This design comes from an exercise in tuning for small area, a short achievable clock period and few clock cycles on the open sky130 flow, not from production work. Only simulation tests tie the RTL to the original design; equivalence was not proved. Power figures rest on the tool's default switching activity, not on a simulated workload.

**config.mk**
```make
export PLATFORM = sky130hd
export DESIGN_NAME = mx_chunk_rx
export DESIGN_NICKNAME = mx_chunk_rx
export VERILOG_FILES = /design/flow/design.v
export SDC_FILE = /design/flow/constraint.sdc
export NUM_CORES = 4
export LEC_CHECK = 0
export CAP_MARGIN = 20
export CORE_MARGIN = 2
export CORE_UTILIZATION = 40
export SLEW_MARGIN = 20
```
**constraint.sdc**
```tcl
create_clock -name core_clock -period 10.0 [get_ports {clk}]
set_input_delay 2.0000 -clock core_clock [delete_from_list [all_inputs] [get_ports {clk}]]
set_output_delay 2.0000 -clock core_clock [all_outputs]
set_load 0.01 [all_outputs]
```
**design.v**
```verilog
`timescale 1ns/1ps
module mx_chunk_rx (
    input  wire       clk,
    input  wire       rst,
    input  wire       in_valid,
    output wire       in_ready,
    input  wire [7:0] in_data,
    input  wire       in_last,
    output reg        st_valid,
    output reg  [1:0] st_res,
    output reg  [2:0] st_cause,
    output reg        st_disc,
    output reg  [7:0] st_msg_len,
    output reg        st_msg_bin,
    output wire       st_acc,
    output wire [7:0] st_rlen,
    output wire [4:0] st_exp_sn,
    output wire       st_frame_bin,
    output wire       m_valid,
    input  wire       m_ready,
    output wire [7:0] m_data,
    output wire       m_last
);
    localparam integer MAXF     = 160;
    localparam integer MTU      = 20;
    localparam [7:0]   SENT_ENC = 8'hFE;
    localparam [31:0]  FNV_OFFSET = 32'h811C9DC5;
    localparam [2:0] E_NONE     = 3'd0;
    localparam [2:0] E_DECODE   = 3'd1;
    localparam [2:0] E_INTEGRITY= 3'd2;
    localparam [2:0] E_NOFRAME  = 3'd3;
    localparam [2:0] E_GAP      = 3'd4;
    localparam [2:0] E_FIRST    = 3'd5;
    localparam [2:0] E_OVERFLOW = 3'd6;
    localparam [2:0] E_SIZE     = 3'd7;
    localparam [1:0] S_RECV  = 2'd0;
    localparam [1:0] S_EMIT  = 2'd1;
    localparam [1:0] S_DONE  = 2'd2;
    localparam [1:0] S_DRAIN = 2'd3;
    reg        r_acc;
    reg [7:0]  r_len;
    reg [4:0]  r_exp_sn;
    reg        r_fbin;
    reg [7:0]  rbuf [0:MAXF-1];
    assign st_acc       = r_acc;
    assign st_rlen      = r_len;
    assign st_exp_sn    = r_exp_sn;
    assign st_frame_bin = r_fbin;
    reg [1:0]  state;
    reg [4:0]  wcnt;         
    reg        too_long;     
    reg        enc;          
    reg        dec_err;      
    reg        last_seen;    
    reg [1:0]  qidx;         
    reg [5:0]  q0, q1, q2;   
    reg        q2_pad;       
    reg [23:0] ebuf;         
    reg [1:0]  ecnt;
    reg [7:0]  dl0, dl1, dl2;    
    reg [1:0]  dcnt;
    reg        hdr_seen;
    reg [7:0]  hdr;
    reg [7:0]  plen;         
    reg [7:0]  wbase;        
    reg [31:0] hash;
    reg [7:0]  mlen;         
    reg [7:0]  rptr;
    function [31:0] fnv_up;
        input [31:0] h;
        input [7:0]  b;
        reg   [31:0] x;
        begin
            x = h ^ {24'd0, b};
            fnv_up = x * 32'h01000193;
        end
    endfunction
    function [6:0] b64_val;
        input [7:0] c;
        begin
            if (c >= "A" && c <= "Z")      b64_val = {1'b1, c[5:0] - 6'd1};           
            else if (c >= "a" && c <= "z") b64_val = {1'b1, c[5:0] - 6'd7};      
            else if (c >= "0" && c <= "9") b64_val = {1'b1, c[5:0] + 6'd4};      
            else if (c == "+")             b64_val = {1'b1, 6'd62};
            else if (c == "/")             b64_val = {1'b1, 6'd63};
            else                           b64_val = 7'd0;
        end
    endfunction
    wire       in_fire  = in_valid && in_ready;
    assign     in_ready = (state == S_RECV);
    wire [6:0] sym      = b64_val(in_data);
    wire       sym_ok   = sym[6];
    wire [5:0] sym_v    = sym[5:0];
    wire       sym_pad  = (in_data == 8'h3D);
    reg        push;
    reg [7:0]  push_byte;
    always @(*) begin
        push      = 1'b0;
        push_byte = in_data;
        if (state == S_EMIT) begin
            push      = 1'b1;
            push_byte = ebuf[23:16];
        end else if (state == S_RECV && in_fire && !enc && !too_long &&
                     !(wcnt == 5'd0 && in_data == SENT_ENC) && wcnt != MTU[4:0]) begin
            push      = 1'b1;
            push_byte = in_data;
        end
    end
    wire [23:0] q_v   = {q0, q1, (q2_pad ? 6'd0 : q2), (sym_pad ? 6'd0 : sym_v)};
    wire [1:0]  q_pad = q2_pad ? 2'd2 : (sym_pad ? 2'd1 : 2'd0);
    wire        is_sym = in_fire && enc && !too_long && wcnt != MTU[4:0];
    reg         q_bad;
    always @(*) begin
        case (qidx)
        2'd0, 2'd1: q_bad = !sym_ok;
        2'd2:       q_bad = !sym_ok && !sym_pad;
        default:    q_bad = (!sym_ok && !sym_pad) || (q2_pad && !sym_pad) ||
                            (q_pad != 2'd0 && !in_last);
        endcase
    end
    wire        q_emit = is_sym && qidx == 2'd3 && !q_bad && !dec_err;
    wire        tag_ok  = hdr_seen && dcnt == 2'd3 &&
                          dl2 == hash[7:0] && dl1 == hash[15:8] &&
                          dl0 == (hash[23:16] ^ hash[31:24]);
    wire [4:0]  h_sn    = hdr[4:0];
    wire        h_bin   = hdr[5];
    wire        h_first = hdr[6];
    wire        h_last  = hdr[7];
    wire [8:0]  new_len = (h_first ? 9'd0 : {1'b0, r_len}) + {1'b0, plen};
    wire        fits    = new_len <= MAXF;
    wire [8:0]  wr_idx = {1'b0, wbase} + {1'b0, plen};
    wire        wr_en  = push && dcnt == 2'd3 && hdr_seen && wr_idx < MAXF;
    always @(posedge clk) begin
        if (wr_en)
            rbuf[wr_idx[7:0]] <= dl2;
    end
    always @(posedge clk) begin
        if (rst) begin
            r_acc      <= 1'b0;
            r_len      <= 8'd0;
            r_exp_sn   <= 5'd0;
            r_fbin     <= 1'b0;
            state      <= S_RECV;
            wcnt       <= 5'd0;
            too_long   <= 1'b0;
            enc        <= 1'b0;
            dec_err    <= 1'b0;
            last_seen  <= 1'b0;
            qidx       <= 2'd0;
            q0         <= 6'd0;
            q1         <= 6'd0;
            q2         <= 6'd0;
            q2_pad     <= 1'b0;
            ebuf       <= 24'd0;
            ecnt       <= 2'd0;
            dl0        <= 8'd0;
            dl1        <= 8'd0;
            dl2        <= 8'd0;
            dcnt       <= 2'd0;
            hdr_seen   <= 1'b0;
            hdr        <= 8'd0;
            plen       <= 8'd0;
            wbase      <= 8'd0;
            hash       <= FNV_OFFSET;
            mlen       <= 8'd0;
            rptr       <= 8'd0;
            st_valid   <= 1'b0;
            st_res     <= 2'd0;
            st_cause   <= 3'd0;
            st_disc    <= 1'b0;
            st_msg_len <= 8'd0;
            st_msg_bin <= 1'b0;
        end else begin
            st_valid <= 1'b0;
            if (push) begin
                dl0 <= push_byte;
                dl1 <= dl0;
                dl2 <= dl1;
                if (dcnt != 2'd3) begin
                    dcnt <= dcnt + 2'd1;
                end else begin
                    hash <= fnv_up(hash, dl2);
                    if (!hdr_seen) begin
                        hdr_seen <= 1'b1;
                        hdr      <= dl2;
                        wbase    <= dl2[6] ? 8'd0 : r_len;
                    end else begin
                        plen <= plen + 8'd1;
                    end
                end
            end
            case (state)
            S_RECV: begin
                if (in_fire) begin
                    if (wcnt == MTU[4:0])
                        too_long <= 1'b1;
                    else
                        wcnt <= wcnt + 5'd1;
                    if (wcnt == 5'd0 && in_data == SENT_ENC) begin
                        enc <= 1'b1;
                    end else if (is_sym) begin
                        case (qidx)
                        2'd0:    q0 <= sym_v;
                        2'd1:    q1 <= sym_v;
                        2'd2:    begin q2 <= sym_v; q2_pad <= sym_pad; end
                        default: ;
                        endcase
                        if (q_bad) dec_err <= 1'b1;
                        if (q_emit) begin
                            ebuf  <= q_v;
                            ecnt  <= 2'd3 - q_pad;
                            state <= S_EMIT;
                        end
                        qidx <= qidx + 2'd1;
                    end
                    if (in_last) begin
                        last_seen <= 1'b1;
                        if (enc && qidx != 2'd3) dec_err <= 1'b1;
                        if (!q_emit) state <= S_DONE;
                    end
                end
            end
            S_EMIT: begin
                ebuf <= {ebuf[15:0], 8'd0};
                ecnt <= ecnt - 2'd1;
                if (ecnt == 2'd1)
                    state <= last_seen ? S_DONE : S_RECV;
            end
            S_DONE: begin
                st_valid   <= 1'b1;
                st_res     <= 2'd0;
                st_disc    <= 1'b0;
                st_msg_len <= 8'd0;
                st_msg_bin <= 1'b0;
                state      <= S_RECV;
                if (too_long || dec_err || !tag_ok) begin
                    st_cause <= too_long ? E_SIZE : (dec_err ? E_DECODE : E_INTEGRITY);
                    st_disc  <= r_acc;
                    r_acc    <= 1'b0;
                    r_len    <= 8'd0;
                end else if (h_first) begin
                    st_disc <= r_acc;
                    r_acc   <= 1'b0;
                    r_len   <= 8'd0;
                    if (h_sn != 5'd0) begin
                        st_cause <= E_FIRST;
                    end else if (!fits) begin
                        st_cause <= E_OVERFLOW;
                    end else begin
                        st_cause <= E_NONE;
                        r_exp_sn <= 5'd1;
                        if (h_last) begin
                            st_res     <= 2'd2;
                            st_msg_len <= plen;
                            st_msg_bin <= h_bin;
                            mlen       <= plen;
                            rptr       <= 8'd0;
                            r_fbin     <= h_bin;
                            if (plen != 8'd0) state <= S_DRAIN;
                        end else begin
                            st_res <= 2'd1;
                            r_acc  <= 1'b1;
                            r_len  <= plen;
                            r_fbin <= h_bin;
                        end
                    end
                end else if (!r_acc) begin
                    st_cause <= E_NOFRAME;
                end else if (h_sn != r_exp_sn || !fits) begin
                    st_cause <= (h_sn != r_exp_sn) ? E_GAP : E_OVERFLOW;
                    st_disc  <= 1'b1;
                    r_acc    <= 1'b0;
                    r_len    <= 8'd0;
                end else begin
                    st_cause <= E_NONE;
                    r_exp_sn <= r_exp_sn + 5'd1;
                    r_fbin   <= r_fbin | h_bin;
                    if (h_last) begin
                        st_res     <= 2'd2;
                        st_msg_len <= new_len[7:0];
                        st_msg_bin <= r_fbin | h_bin;
                        mlen       <= new_len[7:0];
                        rptr       <= 8'd0;
                        r_acc      <= 1'b0;
                        r_len      <= 8'd0;
                        if (new_len != 9'd0) state <= S_DRAIN;
                    end else begin
                        st_res <= 2'd1;
                        r_len  <= new_len[7:0];
                    end
                end
                wcnt      <= 5'd0;
                too_long  <= 1'b0;
                enc       <= 1'b0;
                dec_err   <= 1'b0;
                last_seen <= 1'b0;
                qidx      <= 2'd0;
                q2_pad    <= 1'b0;
                dcnt      <= 2'd0;
                hdr_seen  <= 1'b0;
                plen      <= 8'd0;
                hash      <= FNV_OFFSET;
            end
            default: begin
                if (m_ready) begin
                    rptr <= rptr + 8'd1;
                    if (rptr == mlen - 8'd1)
                        state <= S_RECV;
                end
            end
            endcase
        end
    end
    assign m_valid = (state == S_DRAIN);
    assign m_data  = rbuf[rptr];
    assign m_last  = (state == S_DRAIN) && (rptr == mlen - 8'd1);
endmodule
```
**run.sh**
```bash
#!/bin/bash
# synth_recipe.tcl (not shown) runs the flow's synth.tcl, then flattens the netlist and writes it again
# the make line also repeats each setting of config.mk as NAME=value (left out here)
make -C /OpenROAD-flow-scripts/flow DESIGN_CONFIG=/design/flow/config.mk WORK_HOME=/design/flow/orfs CLKGATE_MAP_FILE= SYNTH_SCRIPT=/design/flow/synth_recipe.tcl finish
```
==> impl_results.md <==
* Status: complete, no violations
* DRC at 0
* Clock Pin Slew Worst Setup and Hold Paths at 0.06 ns
* Vias at ~35,000
* Crit path required time at ~8.0 ns
* Pre-CTS setup slack at 3.040 ns
* Fraction of layout cells with a size suffix above 1 at ~18%
* Final period util at 72.08%
* Worst Path Arrival at about 5.2 ns
* Fin. max-slew vios at 0
* Cells after synthesis at between 3,000 and 4,000
* Commonest cells in the netlist: edfxtp_1, mux4_2, nor2_1
* First-pass GRT wire length at approximately 230,000 um
* Yosys reg bits at around 1,500
* Post-synthesis sequential area ratio at 64.84%
* Die H at between 400 and 500 um
* LEAKAGE at 21.11 nW
* Post-CTS Resized at 0
* Synth area leader: edfxtp_1
* PD cells at roughly 190 nW/um2
* Worst slew pin tran at around 1.2 ns
* Worst vdd rail ir drop at 0.1983 mV
* Final clock skew at 0.05980 ns
* Final setup viols at 0
* Ys Warns at 1
* Slowest cell on the critical path: dfxtp_4
* Starting DRT DRC Count at 3,366
* RSZ-0062 raised after global routing: no
* CP max stage delay at roughly 0.92 ns
* Top post-synthesis cells by area: edfxtp_1, mux4_2, dfxtp_1
* Library cells used by synthesis at 78
* Worst setup EP type: output pin
* Crit path cell chain: buf_12 > mux4_2 > mux4_2 > mux4_2 > a22oi_1 > nand2_1 > clkdlybuf4s50_1
* Min-Delay Path Class: reg2reg
* Wire length per cell at roughly 25 um
* CTS max path bufs at 3
* Global route total overflow at 0
* Most numerous cell in the Yosys netlist: edfxtp_1
* CTS tree: done
* Most used cell, CP: mux4_2
* TritonCTS Buffers at ~150
* Initial antenna violation count at 5
* TNS Setup at 0 ns
* Root Buffer: clkbuf_16
* Starting Density at between 40% and 50%
* Post-Layout Cell Count at around 6,300
* Die Wd at 408.0 um
* Clk latency of the worst-skew pair at 0.82 ns
* GP Congestion at 0.8169
* Port Buffers at between 50 and 60
* Kind of start point of the critical path: flip-flop
* Post-CTS Setup Bufs at 0
* Core Box Area at about 160,000 um2
* Die Area at roughly 170,000 um2
* Post-synth top area share at between 50 and 60%
* Vias in the first global route at approximately 35,000
* # rows at 148
* Relative slew slack at 20.10%
* Largest net degree at the start of global routing at 114
* Sinks on Clock Net at 1,475
* Final hold vios at 0
* Pre-antenna DRT Iters at 5
* Placed insts at ~6,000
* All-Layer GR Usage at about a fifth
* Hold Slack at roughly 0.45 ns
* Post-CTS Hold Buffers at 0
* Top-level I/O count at 55
* Post-route minimum period at just over 7 ns
* Final Power at 13.66 mW
* WL final at 155,900 um
* Via/cell ratio at roughly 5.6
* Fmax at 138.7 MHz
* H-Tree Level Count at 4
* Top_reg_cell synth: edfxtp_1
* Mapped Nets at between 4,000 and 5,000
* Crit path max fanout at roughly 100
* P&R area growth vs syn at 12.31%
* EDFF count, synth at ~1,300
* Nets at about 4,300
* Ys async rst share at 0%
* MaxCap Viol Count at 0
* DRT antenna net count at 0
* Worst Setup Slack, final at 2.792 ns
* Mapped cell area at about 65,000 um2
* Crit Path Category: reg2out
* HPWL Detailed at ~100,000 um
* Avg Inst Size Synth at about 17 um2
[where the power goes]
group	total [mW]	switching, mW	internal [mW]
registers	6.72	0.0554	6.67
clock network	5.62	2.43	3.19
logic	1.32	0.776	0.547
total	13.7	3.26	10.4
[cells in the final DEF, fill, tap and decap left out, types with 10 or more instances in the layout]
master,synthesis,routed
a211oi_1,44,44
a21o_1,19,19
a21oi_1,148,148
a22oi_1,12,12
a31oi_1,20,20
a32oi_1,12,12
and2_1,14,15
and3_1,17,17
buf_4,1,48
clkbuf_1,144,33
clkbuf_16,0,154
clkbuf_8,0,12
clkdlybuf4s50_1,0,53
clkinv_1,1,25
clkinv_2,0,24
clkinvlp_4,0,10
dfxtp_1,195,182
dfxtp_4,0,12
edfxtp_1,1280,1280
fa_1,76,76
ha_1,225,224
inv_1,218,218
mux2i_1,35,35
mux4_2,416,416
nand2_1,205,205
nand2b_1,10,10
nand3_1,39,39
nand3b_1,14,14
nand4_1,57,57
nor2_1,293,289
nor2b_1,19,19
nor3_1,26,26
nor4_1,10,10
o211ai_1,28,28
o21ai_0,57,57
xnor2_1,71,69
xor2_1,33,33
[routing by layer]
layer / up-vias / wire length, um / GRT usage [%] / share of wire, %
met1: 18300 / 69670 / 26.97 / 45
met5: - / 0 / 0 / 0
met2: 1018 / 74290 / 29.45 / 48
met3: 179 / 8982 / 3.148 / 5.8
li1: 15480 / - / - / -
met4: 0 / 3001 / 4.585 / 1.9
[registers in the layout, indices dropped and copies added (netlist names), 5 cells and up, named ones only]
| register | count |
|---|---|
| wbase | 8 |
| dl2 | 8 |
| st_msg_len | 8 |
| q2 | 6 |
| q0 | 6 |
| hdr | 8 |
| wcnt | 5 |
| q1 | 6 |
| r_len | 8 |
| dl1 | 8 |
| dl0 | 8 |
| rptr | 8 |
| rbuf | 1280 |
| hash | 32 |
| r_exp_sn | 5 |
| plen | 8 |
| mlen | 8 |
| ebuf | 24 |
[area by class of cell]
type	count	area (um2)
clock inverters	82	842.1
well taps	2175	2721
diodes	1	2.502
clock buffers	199	4143
flip-flops and latches	1475	42390
multi-input cells	2034	21440
repair buffers	107	988.4
inverters	219	822.0
fillers	14050	89060
[stage by stage]
stage                     utilization (%)  instance area, um2
after floorplan                         -               65300
after global placement              42.06               68310
after detailed placement            42.06               68310
after CTS                           45.13               73290
after global routing                45.16               73340
final                               45.16               73340
[final timing paths]
check / from / end / slack [ns] / cells past startpoint
setup / recovery: flip-flop / m_data[2] / 2.79 / 7
hold / removal: ebuf[0] / ebuf[0] / 0.45 / 2
setup reg to reg: dl2[3] / hash[31] / 3.48 / 19
hold reg to reg: ebuf[0] / ebuf[0] / 0.45 / 2
[cell families (layout without fill, tap and decap cells)]
group / after synthesis / count (layout) / synth area share (%)
flip-flops: 1475 / 1475 / 64.84
AND/OR/NAND/NOR: 751 / 751 / 5.357
multiplexers: 451 / 451 / 14.88
buffers and inverters: 423 / 607 / 2.491
AO/OA/AOI/OAI: 421 / 421 / 4.187
adder cells (fa/ha/maj): 301 / 301 / 6.641
XOR/XNOR: 110 / 110 / 1.602
other: 0 / 1 / 0
[critical path: cells and delay by family (launching register included)]
family	cells	cell delay (ns)
AND/OR/NAND/NOR	1	0.11
flip-flops	1	0.92
AO/OA/AOI/OAI	1	0.49
multiplexers	3	1.59
buffers and inverters	2	0.94
Testbench counts, summed over its fixed seeds: cycles 39,836.

## afterwards: timing with drivers on the ports
No port has a modelled driver above. Below, the same layout with a new extraction and two added sets of constraints. Step 1 assumes that a clkbuf_16 drives the clock port and a buf_2 every other input. Step 2 moves the port delays by t, midway between the first and last clock arrival at a register: inputs arrive t later, outputs are due t later. That takes back most of the time a late clock gives input paths. Three values: no drivers, after step 1, after step 2; two values: the first two.
t, ns: 0.869
setup slack, ns: 2.792 / 2.713 / 3.108
worst data-port slew with drivers (ns): 0.05
After both steps this run still meets setup and hold. The setup slack of this run moves by -0.079 ns with the drivers and by +0.316 ns with both steps.
